What follows belongs to an exercise in optimizing a design on an open flow for small area; a production flow would make more cautious choices. Function was checked by simulation only, so behaviour that the tests miss may differ from the original. Power is estimated from default activity; no workload was simulated.

### design/flow/config.mk
export PLATFORM = sky130hd
export DESIGN_NAME = simi_core
export DESIGN_NICKNAME = simi_core
export VERILOG_FILES = /design/flow/design.v
export SDC_FILE = /design/flow/constraint.sdc
export NUM_CORES = 4
export LEC_CHECK = 0
export CAP_MARGIN = 20
export CORE_MARGIN = 2
export CORE_UTILIZATION = 40
export SLEW_MARGIN = 20
### design/flow/constraint.sdc
create_clock -name core_clock -period 9.0 [get_ports {clk}]
set_input_delay 1.8000 -clock core_clock [delete_from_list [all_inputs] [get_ports {clk}]]
set_output_delay 1.8000 -clock core_clock [all_outputs]
set_load 0.01 [all_outputs]
### design/flow/design.v
module simi_core #(
    parameter W  = 16,    
    parameter LW = 16     
) (
    input  wire            clk,
    input  wire            rst,           
    input  wire            host_we,
    input  wire            host_wsel,     
    input  wire [6:0]      host_waddr,
    input  wire [W-1:0]    host_wdata,
    input  wire            host_rsel,     
    input  wire [6:0]      host_raddr,
    output wire [W-1:0]    host_rdata,
    input  wire            start,         
    output wire            busy,
    output wire            done,
    output wire            fatal,
    output wire            fatal_kind,    
    output wire [1:0]      fatal_field,   
    output wire [LW-1:0]   fatal_label,
    output wire [W-1:0]    fatal_value,
    output wire [6:0]      imem_addr,
    input  wire [2:0]      imem_op,
    input  wire [5:0]      imem_rd,
    input  wire [5:0]      imem_rs,
    input  wire [5:0]      imem_rt,
    input  wire [W-1:0]    imem_off,
    output wire            trace_valid,
    output wire            trace_stall,
    output wire [7:0]      ev_occ,
    output wire [8*LW-1:0] ev_label
);
    localparam [2:0] OP_LOAD  = 3'd0,
                     OP_STORE = 3'd1,
                     OP_BNEZ  = 3'd2,
                     OP_ADD   = 3'd3,
                     OP_ADDI  = 3'd4,
                     OP_SUB   = 3'd5,
                     OP_SUBI  = 3'd6,
                     OP_NOP   = 3'd7;
    reg [W-1:0] regs [0:31];
    reg [W-1:0] mem  [0:127];
    reg          running, done_r, fatal_r;
    reg          fatal_kind_r;
    reg [1:0]    fatal_field_r;
    reg [LW-1:0] fatal_label_r;
    reg [W-1:0]  fatal_value_r;
    reg [7:0]    cursor;          
    reg [LW-1:0] issue;
    reg          cur_stall;
    reg [31:0]   reserved;
    reg          v1, v2;
    reg [LW-1:0] lab1, lab2;
    reg [2:0]    op1, op2;
    reg [5:0]    rd1, rd2, rs1, rs2, rt1, rt2;
    reg [W-1:0]  off1, off2;
    reg          v3, v4, v5;
    reg [LW-1:0] lab3, lab4, lab5;
    reg [2:0]    op3, op4, op5;
    reg [4:0]    rd3, rd4, rd5;
    reg [W-1:0]  off3, off4, off5;
    reg [W-1:0]  rsv3, rsv4, rsv5;
    reg [W-1:0]  rtv3, rtv4, rtv5;
    reg          v6, v7;
    reg [LW-1:0] lab6, lab7;
    wire cycle_go = running && !cursor[7];    
    wire S        = cur_stall;
    wire [W-1:0] ea       = rsv5 + off5;
    wire         m2_mem   = v5 && (op5 == OP_LOAD || op5 == OP_STORE);
    wire         ea_bad   = (ea[2:0] != 3'd0) || (ea[W-1:10] != {(W-10){1'b0}});
    wire         m2_fatal = m2_mem && ea_bad;
    wire [6:0]   ea_idx   = ea[9:3];
    wire [W-1:0] ld_data  = mem[ea_idx];
    wire         ld_we    = v5 && op5 == OP_LOAD  && !ea_bad;
    wire         st_we    = v5 && op5 == OP_STORE && !ea_bad;
    wire         ex_alu   = v3 && (op3 == OP_ADD || op3 == OP_ADDI || op3 == OP_SUB || op3 == OP_SUBI);
    wire         ex_rr    = (op3 == OP_ADD || op3 == OP_SUB);
    wire [W-1:0] alu_b    = ex_rr ? rtv3 : off3;
    wire         ex_sub   = (op3 == OP_SUB || op3 == OP_SUBI);
    wire [W-1:0] alu_res  = ex_sub ? (rsv3 - alu_b) : (rsv3 + alu_b);
    wire         br_taken = v3 && op3 == OP_BNEZ && (rsv3 != {W{1'b0}});
    wire [6:0]   br_target = off3[6:0];
    wire id_rd_used = (op2 == OP_LOAD || op2 == OP_ADD || op2 == OP_ADDI ||
                       op2 == OP_SUB  || op2 == OP_SUBI);
    wire id_rt_used = (op2 == OP_STORE || op2 == OP_ADD || op2 == OP_SUB);
    wire bad_rd = id_rd_used && rd2[5];
    wire bad_rs = rs2[5];
    wire bad_rt = id_rt_used && rt2[5];
    wire id_fatal = v2 && (bad_rd || bad_rs || bad_rt);
    wire fatal_now = m2_fatal || id_fatal;
    wire step      = cycle_go && !fatal_now;    
    reg [31:0] rsv_view;
    always @(*) begin
        rsv_view = reserved;
        if (ld_we)
            rsv_view[rd5] = 1'b0;
        if (v2 && op2 == OP_LOAD)
            rsv_view[rd2[4:0]] = 1'b1;
    end
    wire H = rsv_view[rs2[4:0]] || (id_rt_used && rsv_view[rt2[4:0]]);
    wire P = v2 && H;                          
    function [W-1:0] read_reg(input [4:0] idx);
        begin
            if (ex_alu && rd3 == idx)
                read_reg = alu_res;
            else if (ld_we && rd5 == idx)
                read_reg = ld_data;
            else
                read_reg = regs[idx];
        end
    endfunction
    wire [W-1:0] id_rsv = read_reg(rs2[4:0]);
    wire [W-1:0] id_rtv = read_reg(rt2[4:0]);
    wire f_valid = (imem_op != OP_NOP);
    wire n_v1 = P ? v1 : f_valid;
    wire n_v2 = P ? v2 : v1;
    wire n_v3 = v2 && !H;
    wire all_empty = !(f_valid || (n_v1 && !br_taken) || (n_v2 && !br_taken) ||
                       (n_v3 && !br_taken) || v3 || v4 || v5 || v6);
    always @(posedge clk) begin
        if (rst) begin
            running <= 1'b0;
            done_r  <= 1'b0;
            fatal_r <= 1'b0;
        end else if (!running) begin
            if (start) begin
                running <= 1'b1;
                done_r  <= 1'b0;
                fatal_r <= 1'b0;
            end
        end else if (!cycle_go) begin
            running <= 1'b0;                 
            done_r  <= 1'b1;
        end else if (fatal_now) begin
            running <= 1'b0;
            fatal_r <= 1'b1;
        end else if (all_empty) begin
            running <= 1'b0;                 
            done_r  <= 1'b1;
        end
    end
    always @(posedge clk) begin
        if (cycle_go) begin
            if (m2_fatal) begin
                fatal_kind_r  <= 1'b1;
                fatal_field_r <= 2'd3;
                fatal_label_r <= lab5;
                fatal_value_r <= ea;
            end else if (id_fatal) begin
                fatal_kind_r  <= 1'b0;
                fatal_label_r <= lab2;
                if (bad_rd) begin
                    fatal_field_r <= 2'd0;
                    fatal_value_r <= {{(W-6){1'b0}}, rd2};
                end else if (bad_rs) begin
                    fatal_field_r <= 2'd1;
                    fatal_value_r <= {{(W-6){1'b0}}, rs2};
                end else begin
                    fatal_field_r <= 2'd2;
                    fatal_value_r <= {{(W-6){1'b0}}, rt2};
                end
            end
        end
    end
    always @(posedge clk) begin
        if (!running && start) begin
            cursor    <= 8'd0;
            issue     <= {{(LW-1){1'b0}}, 1'b1};
            cur_stall <= 1'b0;
            reserved  <= 32'd0;
            v1 <= 1'b0; v2 <= 1'b0; v3 <= 1'b0;
            v4 <= 1'b0; v5 <= 1'b0; v6 <= 1'b0; v7 <= 1'b0;
        end else if (step) begin
            v7 <= v6; lab7 <= lab6;
            v6 <= v5; lab6 <= lab5;
            v5 <= v4; lab5 <= lab4; op5 <= op4; rd5 <= rd4;
            off5 <= off4; rsv5 <= rsv4; rtv5 <= rtv4;
            v4 <= v3; lab4 <= lab3; op4 <= op3; rd4 <= rd3;
            off4 <= off3; rsv4 <= rsv3; rtv4 <= rtv3;
            reserved <= rsv_view;
            v3   <= n_v3 && !br_taken;
            lab3 <= lab2;
            op3  <= op2;
            rd3  <= rd2[4:0];
            off3 <= off2;
            rsv3 <= id_rsv;
            rtv3 <= id_rtv;
            if (!P) begin
                v2   <= v1 && !br_taken;
                lab2 <= lab1; op2 <= op1; rd2 <= rd1; rs2 <= rs1; rt2 <= rt1; off2 <= off1;
                v1   <= f_valid && !br_taken;
                lab1 <= issue; op1 <= imem_op; rd1 <= imem_rd; rs1 <= imem_rs;
                rt1  <= imem_rt; off1 <= imem_off;
                issue  <= issue + 1'b1;
            end else if (br_taken) begin
                v1 <= 1'b0;
                v2 <= 1'b0;
            end
            if (br_taken)
                cursor <= {1'b0, br_target};
            else if (!P)
                cursor <= cursor + 1'b1;
            cur_stall <= P;
        end
    end
    always @(posedge clk) begin
        if (!running) begin
            if (host_we && !host_wsel)
                regs[host_waddr[4:0]] <= host_wdata;
        end else if (step) begin
            if (ex_alu)
                regs[rd3] <= alu_res;
            if (ld_we && !(ex_alu && rd3 == rd5))
                regs[rd5] <= ld_data;
        end
    end
    always @(posedge clk) begin
        if (!running) begin
            if (host_we && host_wsel)
                mem[host_waddr] <= host_wdata;
        end else if (step && st_we) begin
            mem[ea_idx] <= rtv5;
        end
    end
    assign host_rdata  = host_rsel ? mem[host_raddr] : regs[host_raddr[4:0]];
    assign busy        = running;
    assign done        = done_r;
    assign fatal       = fatal_r;
    assign fatal_kind  = fatal_kind_r;
    assign fatal_field = fatal_field_r;
    assign fatal_label = fatal_label_r;
    assign fatal_value = fatal_value_r;
    assign imem_addr   = cursor[6:0];
    assign trace_valid = step;
    assign trace_stall = S;
    assign ev_occ      = {v7, v6, v5, v4, v3, v2, v1, f_valid};
    assign ev_label    = {lab7, lab6, lab5, lab4, lab3, lab2, lab1, issue};
endmodule
### design/flow/run.sh
#!/bin/bash
# synth_recipe.tcl (not shown) runs the flow's synth.tcl, then flattens the netlist and writes it again
# the make line also repeats each setting of config.mk as NAME=value (left out here)
make -C /OpenROAD-flow-scripts/flow DESIGN_CONFIG=/design/flow/config.mk WORK_HOME=/design/flow/orfs CLKGATE_MAP_FILE= SYNTH_SCRIPT=/design/flow/synth_recipe.tcl finish
==> qor.yml <==
cts:
  clockRootBuffer: "clkbuf_16"
  cts-resized-gates: 0
  cts.sink_count: 3026
  cts_tree: "built"
  clockBufferDepth: 4
  cts_buffers: 324
  htree_num_levels: 5
  hold_buffers: 0
  clk_latency_ns: 0.97
  clkSlewWorstSetupHoldPaths_ns: 0.06
  post_cts_buffers: 0
worst_setup_path:
  endpoint_kind: "output pin"
  path_buf_inv: 3
  path_delay_family: "multiplexers"
  critPathMaxFanout: 67
  arrival_ns: 6.59
  timing.rr.start: "off5[5]"
  cpMostUsedCell: "mux4_2"
  cpMaxStageDelayCell: "mux2i_1"
  rr_endpoint: "mem[109][2]"
  reg2reg_slack_ns: 1.54
  crit_required_ns: 7.20
  cpPeakStageDelay_ns: 0.84
  worst_setup_path_start_kind: "primary input"
  worst-setup-path-type: "in2out"
  r2r_cells: 16
  crit_chain: "buf_8 > buf_12 > mux4_2 > mux4_2 > mux4_2 > mux2i_1 > a21oi_1 > clkdlybuf4s50_1"
synthesis:
  synth.top_cells.by_area: "edfxtp_1 (59%), mux4_2 (25%), mux2i_1 (4.1%)"
  yosys_warnings: 1
  synth.distinct_cells: 97
  synth_top_cell_area_share: 0.590
  avgSynthCellArea_um2: 17.8
  synthArstFlopShare: 0
  synthFlopType: "edfxtp_1"
  yosys.area.top_type: "edfxtp_1"
  yosysSeqAreaShare: 0.600
  syn_area_mm2: 0.150
  syn_nets: 8560
  synthCells: 8445
  synth_edf_count: 2949
  ys_seq_elements: 3026
finish:
  syn2layout_area_growth_pct: 14.2
  fin_area_mm2: 0.171
  nets: 8832
  finalNonFillerCells: 14000
  largest_reg_flops: 2048
  fillCellCount: 31400
  layout-drive-gt1-share: 0.317
  reg_top3: "mem (2048), regs (512), reserved (32)"
  largest-register: "mem"
floorplanning:
  fp.dieW_um: 617
  rows: 224
  start_util: 0.403
  core-area_mm2: 0.373
  boundaryPins: 272
  die_y_um: 617
  dieArea_mm2: 0.380
detailed_routing:
  wl_per_cell_um: 38.1
  postRouteWirelength_mm: 531
  via_per_inst: 6.69
  drt_iter0_markers: 13500
  ant_nets: 0
  first_pass_iters: 8
  vias: 93400
  drc: 0
timing:
  fin_crit_ns: 8.39
  slew_headroom: 0.157
  layout_setup_ws_ns: 0.608
  clock_skew_ns: 0.0794
  setup_violations: 0
  final.period_utilization: 0.932
  tightest_slew_ns: 1.26
  final_hold_viol_count: 0
  drv_slew: 0
  setup_tns_ns: 0
  grt_setup_unrepaired: "false"
  fmax_mhz: 119
placed_design:
  dp.cells: 13400
  gp_congestion: 0.913
  place_area_mm2: 0.161
  place_hpwl_mm: 338
  io_buffer_count: 271
  preCtsSetupSlack_ns: 0.773
grt:
  antenna_found_initial: 37
  grt_pass1_wl_mm: 735
  grt-ovfl-total: 0
  first_global_vias: 91900
  grt_use_total: 0.275
  grt_max_degree: 169
hold_path:
  holdPathStages: 0
  hold_path_class: "reg2reg"
  min_to: "rsv5[6]"
  worstHoldStart: "rsv4[6]"
flow_run:
  cap_violations: 0
run_status:
  status: "complete, no violations"
power:
  power.density_mw_per_mm2: 230
  p_leak_nw: 57.1
  vdd_drop_max_mv: 0.227
## cell usage in the layout, fill, tap and decap left out, types with 47 or more instances in the layout
cell type and count:
a21oi_1 140, a311oi_1 93, and3_1 82, buf_12 56
buf_4 353, clkbuf_1 79, clkbuf_16 332, clkdlybuf4s50_1 264
clkinv_1 65, clkinv_2 56, dfxtp_1 69, edfxtp_1 2949
mux2i_1 596, mux4_2 1664, nand2_1 750, nand3_1 200
nor2_1 150, nor2_2 88, nor3_1 47, o21ai_0 103
## layer usage
metal	vias to the layer above	track usage	wire length, um
met4	18	0.117	27000
met1	49700	0.371	198000
met3	1112	0.0886	71900
li1	35900	-	-
met2	6667	0.410	234000
met5	-	0	130
## Yosys cell counts (35+ instances only)
| library cell | instances |
|---|---|
| a211oi_1 | 52 |
| o21ai_0 | 135 |
| mux2i_1 | 611 |
| nor4_1 | 35 |
| a311oi_1 | 101 |
| nand3_1 | 200 |
| clkbuf_1 | 490 |
| dfxtp_1 | 77 |
| nor2_1 | 239 |
| nand2_1 | 750 |
| edfxtp_1 | 2949 |
| a31oi_1 | 44 |
| buf_2 | 98 |
| mux2_2 | 49 |
| nor3_1 | 49 |
| inv_1 | 41 |
| ha_1 | 40 |
| a21oi_1 | 164 |
| and3_1 | 82 |
| xnor2_1 | 40 |
| mux4_2 | 1664 |
| buf_1 | 129 |
## power breakdown
group          switching [mW]  internal, mW
Combinational            6.55          3.77
Sequential              0.248          15.8
Clock                    5.71          7.46
Total                    12.5          27.0
## through the flow
step	power (mW)	hold slack, ns	utilization
after CTS	39.5	0.402	0.459
after global routing	40.5	0.410	0.460
after global placement	26.4	0.400	0.432
final	39.5	0.388	0.460
after detailed placement	26.4	0.405	0.432
after floorplan	22.3	0.400	-
## logic make-up after synthesis
group	Yosys count	synth area share
flip-flops	3026	0.600
multiplexers	2330	0.295
AND/OR/NAND/NOR	1531	0.0461
buffers and inverters	787	0.0212
AO/OA/AOI/OAI	658	0.0301
XOR/XNOR	71	0.00414
adder cells (fa/ha/maj)	42	0.00360
## how the worst max path moves through the flow
stage,startpoint,endpoint,slack [ns],cells past startpoint
after floorplan,off5[0],lab3[0],0.12,15
after global placement,host_raddr[1],host_rdata[14],0.76,8
after detailed placement,host_raddr[1],host_rdata[14],0.77,8
after CTS,host_raddr[1],host_rdata[14],0.77,8
after global routing,host_raddr[1],host_rdata[14],0.65,8
final,host_raddr[1],host_rdata[14],0.61,8
## cell type report
class | instances | area (um2) | area share
clock buffer | 416 | 8670 | 0.0506
antenna | 14 | 35.0 | 0.000204
clock inverter | 164 | 1470 | 0.00858
timing repair buffer | 690 | 6730 | 0.0393
inverter | 43 | 169 | 0.000985
sequential | 3026 | 90100 | 0.526
tap | 4972 | 6220 | 0.0363
multi-input combinational | 4632 | 58000 | 0.338

port drivers added, routing unchanged:
How much do the figures lean on ideal ports? The routed layout below was timed once more, with nothing changed but the port constraints. Step 1: set_driving_cell puts a clkbuf_16 on clk and a buf_2 on each other input, an assumption about the parent block. Step 2 adds t to the input delays and takes it off the output delays; t is the mean of the earliest and latest rising clock arrival at the registers after step 1. Input paths then give back, and output paths get back, about the clock's delay inside the block. Three values: no drivers, after step 1, after step 2; two values: the first two.
t (ns): 1.029
setup WS [ns]: 0.608 / 0.563 / 0.563
latest minus earliest clock arrival (ns): 0.084 / 0.084
After both steps setup and hold are still met in this run. For this run, drivers alone change the setup slack by -0.045 ns; drivers and shift together by -0.045 ns.
